What follows belongs to an exercise in optimizing a design on an open flow for small area; a production flow would make more cautious choices. Function was checked by simulation only, so behaviour that the tests miss may differ from the original. Power figures rest on the tool's default switching activity, not on a simulated workload.

==> module ppmdec, before the edit <==
module ppmdec (
    input  wire        clk,
    input  wire        rst,
    input  wire        edge_valid,
    input  wire [15:0] edge_ts,
    input  wire        tick,
    input  wire        frame_ack,
    input  wire [7:0]  rd_idx,
    input  wire [63:0] ctl_in,
    output wire [15:0] rd_cap,
    output wire [15:0] rd_dif,
    output wire        rd_oob,
    output wire [31:0] status,
    output wire [7:0]  qual,
    output wire        failsafe,
    output wire        sig_ok,
    output wire        update_en,
    output wire        frame_ready,
    output wire [63:0] ctl_out,
    output reg  [2:0]  ev_class,
    output wire [15:0] ev_width
);
    localparam [10:0] ZERO_CODE = 11'h100;
    reg  [15:0] nprev;           
    reg  [4:0]  idx;             
    reg  [10:0] cap_c  [0:15];   
    reg  [10:0] prev_c [0:15];   
    reg         frame_rdy_q;
    reg  [7:0]  qual_q;
    genvar b, k;
    wire nrst;
    ppm_inv u_nrst (.a(rst), .y(nrst));
    wire [15:0] width;
    ppm_width u_width (.ts(edge_ts), .nprev(nprev), .w(width));
    wire is_sync, is_data;
    ppm_cls u_cls (.w(width), .is_sync(is_sync), .is_data(is_data));
    wire in_range = !idx[4];
    wire qinc     = edge_valid & is_data;
    wire do_store = qinc & in_range;
    wire fr_set   = do_store & (idx[3] | idx[2] | (idx[1] & idx[0]));
    always @(*) begin
        if (rst || !edge_valid)
            ev_class = 3'd0;
        else if (is_sync)
            ev_class = 3'd2;
        else if (!is_data)
            ev_class = 3'd1;
        else if (in_range)
            ev_class = 3'd3;
        else
            ev_class = 3'd4;
    end
    wire ev_on = edge_valid & ~rst;
    generate
        for (b = 0; b < 16; b = b + 1) begin : g_evw
            ppm_and2 u_a (.a(width[b]), .b(ev_on), .y(ev_width[b]));
        end
    endgenerate
    assign failsafe = (qual_q == 8'd0);
    wire [7:0] q_plus = qual_q + 8'd10;
    wire [7:0] q1  = qinc ? ((qual_q > 8'd190) ? 8'd200 : q_plus) : qual_q;
    wire       dec = tick & (qinc | ~failsafe);      
    wire [7:0] q2  = q1 - {7'd0, dec};
    wire [10:0] wcode;
    generate
        for (b = 0; b < 11; b = b + 1) begin : g_wc
            if (ZERO_CODE[b]) begin : g_one
                ppm_or2 u_o (.a(ev_width[b+1]), .b(rst), .y(wcode[b]));
            end else begin : g_zero
                assign wcode[b] = ev_width[b+1];
            end
        end
    endgenerate
    wire        nprev_en = rst | edge_valid;
    wire [15:0] nprev_d;
    generate
        for (b = 0; b < 16; b = b + 1) begin : g_np
            ppm_nand2 u_n (.a(edge_ts[b]), .b(nrst), .y(nprev_d[b]));
        end
    endgenerate
    always @(posedge clk)
        if (nprev_en)
            nprev <= nprev_d;
    always @(posedge clk) begin
        if (rst) begin
            idx         <= 5'd0;
            frame_rdy_q <= 1'b0;
            qual_q      <= 8'd0;
        end else begin
            if (edge_valid) begin
                if (is_sync)
                    idx <= 5'd0;
                else if (do_store)
                    idx <= idx + 5'd1;
            end
            qual_q      <= q2;
            frame_rdy_q <= fr_set | (frame_rdy_q & ~frame_ack);
        end
    end
    wire [3:0] wna, wnb;
    generate
        for (k = 0; k < 4; k = k + 1) begin : g_wpre
            assign wna[k] = ~(do_store & (idx[1:0] == k));
            assign wnb[k] = ~(idx[3:2] == k);
        end
    endgenerate
    generate
        for (k = 0; k < 16; k = k + 1) begin : g_slot
            wire we;
            ppm_o21ai u_we (.a1(wna[k % 4]), .a2(wnb[k / 4]), .b(nrst), .y(we));
            always @(posedge clk) begin
                if (we) begin
                    cap_c[k]  <= wcode;
                    prev_c[k] <= cap_c[k];
                end
            end
        end
    endgenerate
    assign rd_oob = |rd_idx[7:4];
    wire [15:0] rsel;
    wire [3:0]  rna, rnb;
    generate
        for (k = 0; k < 4; k = k + 1) begin : g_rpre
            assign rna[k] = ~(rd_idx[1:0] == k);
            assign rnb[k] = ~(!rd_oob && (rd_idx[3:2] == k));
        end
        for (k = 0; k < 16; k = k + 1) begin : g_rsel
            ppm_nor2 u_s (.a(rna[k % 4]), .b(rnb[k / 4]), .y(rsel[k]));
        end
    endgenerate
    wire [10:0] cu, cv, pu, pv;
    generate
        for (b = 0; b < 11; b = b + 1) begin : g_rd
            wire [15:0] cbits, pbits;
            for (k = 0; k < 16; k = k + 1) begin : g_b
                assign cbits[k] = cap_c[k][b];
                assign pbits[k] = prev_c[k][b];
            end
            ppm_sel16h u_c (.sel(rsel), .din(cbits), .u(cu[b]), .v(cv[b]));
            ppm_sel16h u_p (.sel(rsel), .din(pbits), .u(pu[b]), .v(pv[b]));
        end
    endgenerate
    wire [10:0] rc;
    generate
        for (b = 0; b < 11; b = b + 1) begin : g_rc
            ppm_or2 u_o (.a(cu[b]), .b(cv[b]), .y(rc[b]));
        end
    endgenerate
    wire rc_zero = ~rc[10] & ~rc[9] & rc[8];
    wire nz      = ~(rd_oob | rc_zero);
    wire [11:0] cap12;
    ppm_nor4 u_c11 (.a(rc[10]), .b(rc[9]), .c(rc[8]), .d(rd_oob), .y(cap12[11]));
    assign cap12[10:9] = rc[10:9];
    assign cap12[8]    = rc[8] & (rc[10] | rc[9]);
    assign cap12[7:0]  = rc[7:0];
    wire [10:0] nrp;
    generate
        for (b = 0; b < 11; b = b + 1) begin : g_rp
            if (b == 8) begin : g_8
                ppm_nor3 u_n (.a(pu[b]), .b(pv[b]), .c(~nz), .y(nrp[b]));
            end else begin : g_o
                ppm_o21ai u_n (.a1(pu[b]), .a2(pv[b]), .b(nz), .y(nrp[b]));
            end
        end
    endgenerate
    wire [11:0] nprev12;
    ppm_nand3 u_p11 (.a(nrp[10]), .b(nrp[9]), .c(nrp[8]), .y(nprev12[11]));
    assign nprev12[10:9] = nrp[10:9];
    assign nprev12[8]    = nrp[8] | (nrp[10] & nrp[9]);
    assign nprev12[7:0]  = nrp[7:0];
    wire [12:0] dq;
    ppm_dif u_dif (.cap12(cap12), .nprev12(nprev12), .dq(dq));
    assign rd_cap = {4'd0, cap12};
    assign rd_dif = {{3{dq[12]}}, dq};
    assign qual        = qual_q;
    assign frame_ready = frame_rdy_q;
    assign sig_ok      = (qual_q > 8'd100);
    assign update_en   = frame_rdy_q & ~failsafe;
    assign status      = {12'd0, update_en, sig_ok, failsafe, frame_rdy_q, 3'd0, idx, qual_q};
    generate
        for (b = 0; b < 64; b = b + 1) begin : g_ctl
            ppm_and2 u_a (.a(ctl_in[b]), .b(~failsafe), .y(ctl_out[b]));
        end
    endgenerate
endmodule
clock: 30.0 ns
lec_check: 0
abc_area: 0
abc_clock_period_in_ps: 30000
cap_margin: 20
core_margin: 2
core_utilization: 40
place_density: 0.6
slew_margin: 20
synth_hierarchical: 1
synth_minimum_keep_size: 0
standard.sh (not shown) runs the stock make flow with config.mk's settings and CLKGATE_MAP_FILE= SYNTH_SCRIPT=/design/flow/synth_recipe.tcl, a recipe that flattens the netlist after the stock synthesis.
==> flow/flow/run.sh <==
#!/bin/bash
# Own layout flow: the standard ORFS flow (standard.sh) with three changes:
# - after synthesis, combinational cells are swapped to their smallest drive
#   strength (flow/downsize.tcl); later repair steps size up where needed;
# - the port buffers use the smallest buffer cell;
# - the clock tree is built from mid-size clock buffers in larger clusters,
#   without dummy loads.
set -euo pipefail
export POST_SYNTH_TCL="$(pwd)/flow/downsize.tcl"
export BUFFER_PORTS_ARGS="-buffer_cell sky130_fd_sc_hd__buf_1"
export CTS_ARGS="-sink_clustering_enable -repair_clock_nets -buf_list sky130_fd_sc_hd__clkbuf_8 -sink_clustering_size 16 -sink_clustering_max_diameter 150 -dont_use_dummy_load"
bash standard.sh finish > standard.log 2>&1
==> flow/flow/downsize.tcl <==
# Run after synthesis (POST_SYNTH_TCL): swap each combinational cell for the
# smallest-area cell of the same family (same name up to the drive-strength
# suffix, hence the same function and pins). Registers, buffers and clock
# cells are left as synthesis made them; later repair steps size up again
# wherever timing, slew or capacitance needs it.
set db [ord::get_db]
set block [ord::get_db_block]
set n 0
foreach inst [$block getInsts] {
  set master [$inst getMaster]
  set name [$master getName]
  if {![regexp {^(sky130_fd_sc_hd__[a-z0-9]+)_([0-9]+)$} $name -> base drive]} { continue }
  if {[regexp {^sky130_fd_sc_hd__(s?e?df|dl|conb|clk|buf|tap|fill|decap|lpflow)} $name]} { continue }
  set best $master
  set best_area [expr {[$master getWidth] * [$master getHeight]}]
  foreach d {0 1 2} {
    set m [$db findMaster "${base}_$d"]
    if {$m eq "NULL" || $m eq ""} { continue }
    set a [expr {[$m getWidth] * [$m getHeight]}]
    if {$a < $best_area} {
      set best $m
      set best_area $a
    }
  }
  if {$best ne $master} {
    $inst swapMaster $best
    incr n
  }
}
puts "downsize: swapped $n cells to a smaller drive strength"
Next try:
--- a/flow/design.v
+++ b/flow/design.v
@@ -186,11 +186,11 @@
     wire [10:0] wcode;
     generate
         for (b = 0; b < 11; b = b + 1) begin : g_wc
             if (ZERO_CODE[b]) begin : g_one
-                ppm_or2 u_o (.a(ev_width[b+1]), .b(rst), .y(wcode[b]));
+                ppm_or2 u_o (.a(width[b+1]), .b(rst), .y(wcode[b]));
             end else begin : g_zero
-                assign wcode[b] = ev_width[b+1];
+                ppm_and2 u_a (.a(width[b+1]), .b(nrst), .y(wcode[b]));
             end
         end
     endgenerate
     wire        nprev_en = rst | edge_valid;
The changed run finished clean.
Clock skew hardly moves.
Critical path depth fell by 1.
Setup slack got worse by 31 ps.
Cell count rose by 0.50%.
Sequential power rose by 4.0%.
Worst hold slack is about the same.
Die area is about the same.
Synthesized cell count is unchanged.
Synthesized area stays flat.

[what the ideal ports hide]
Ports are ideal in the flow. The routed layouts listed here were re-timed in OpenROAD. Step 1, drivers: a clkbuf_16 drives clk and a buf_2 each remaining input, both assumed. Step 2, shift: input delay + t, output delay - t, t = (earliest + latest rising clock arrival at the registers) / 2. This alone moves slack from input paths to output paths. Three values: ideal ports, drivers, drivers and shift; two values: the first two.
run	t (ns)	setup WS [ns]	worst setup path after step 2	clock arrival spread, ns	cell pins on the clock port's net
the first run	0.621	3.417 / 3.398 / 3.398	input to output	0.041 / 0.041	1
the second run	0.614	3.386 / 3.364 / 3.364	input to output	0.042 / 0.042	1
After both steps setup and hold are still met in every run listed. The setup slack of the second run, which loses most, moves by -0.022 ns with the drivers and by -0.022 ns with both steps.
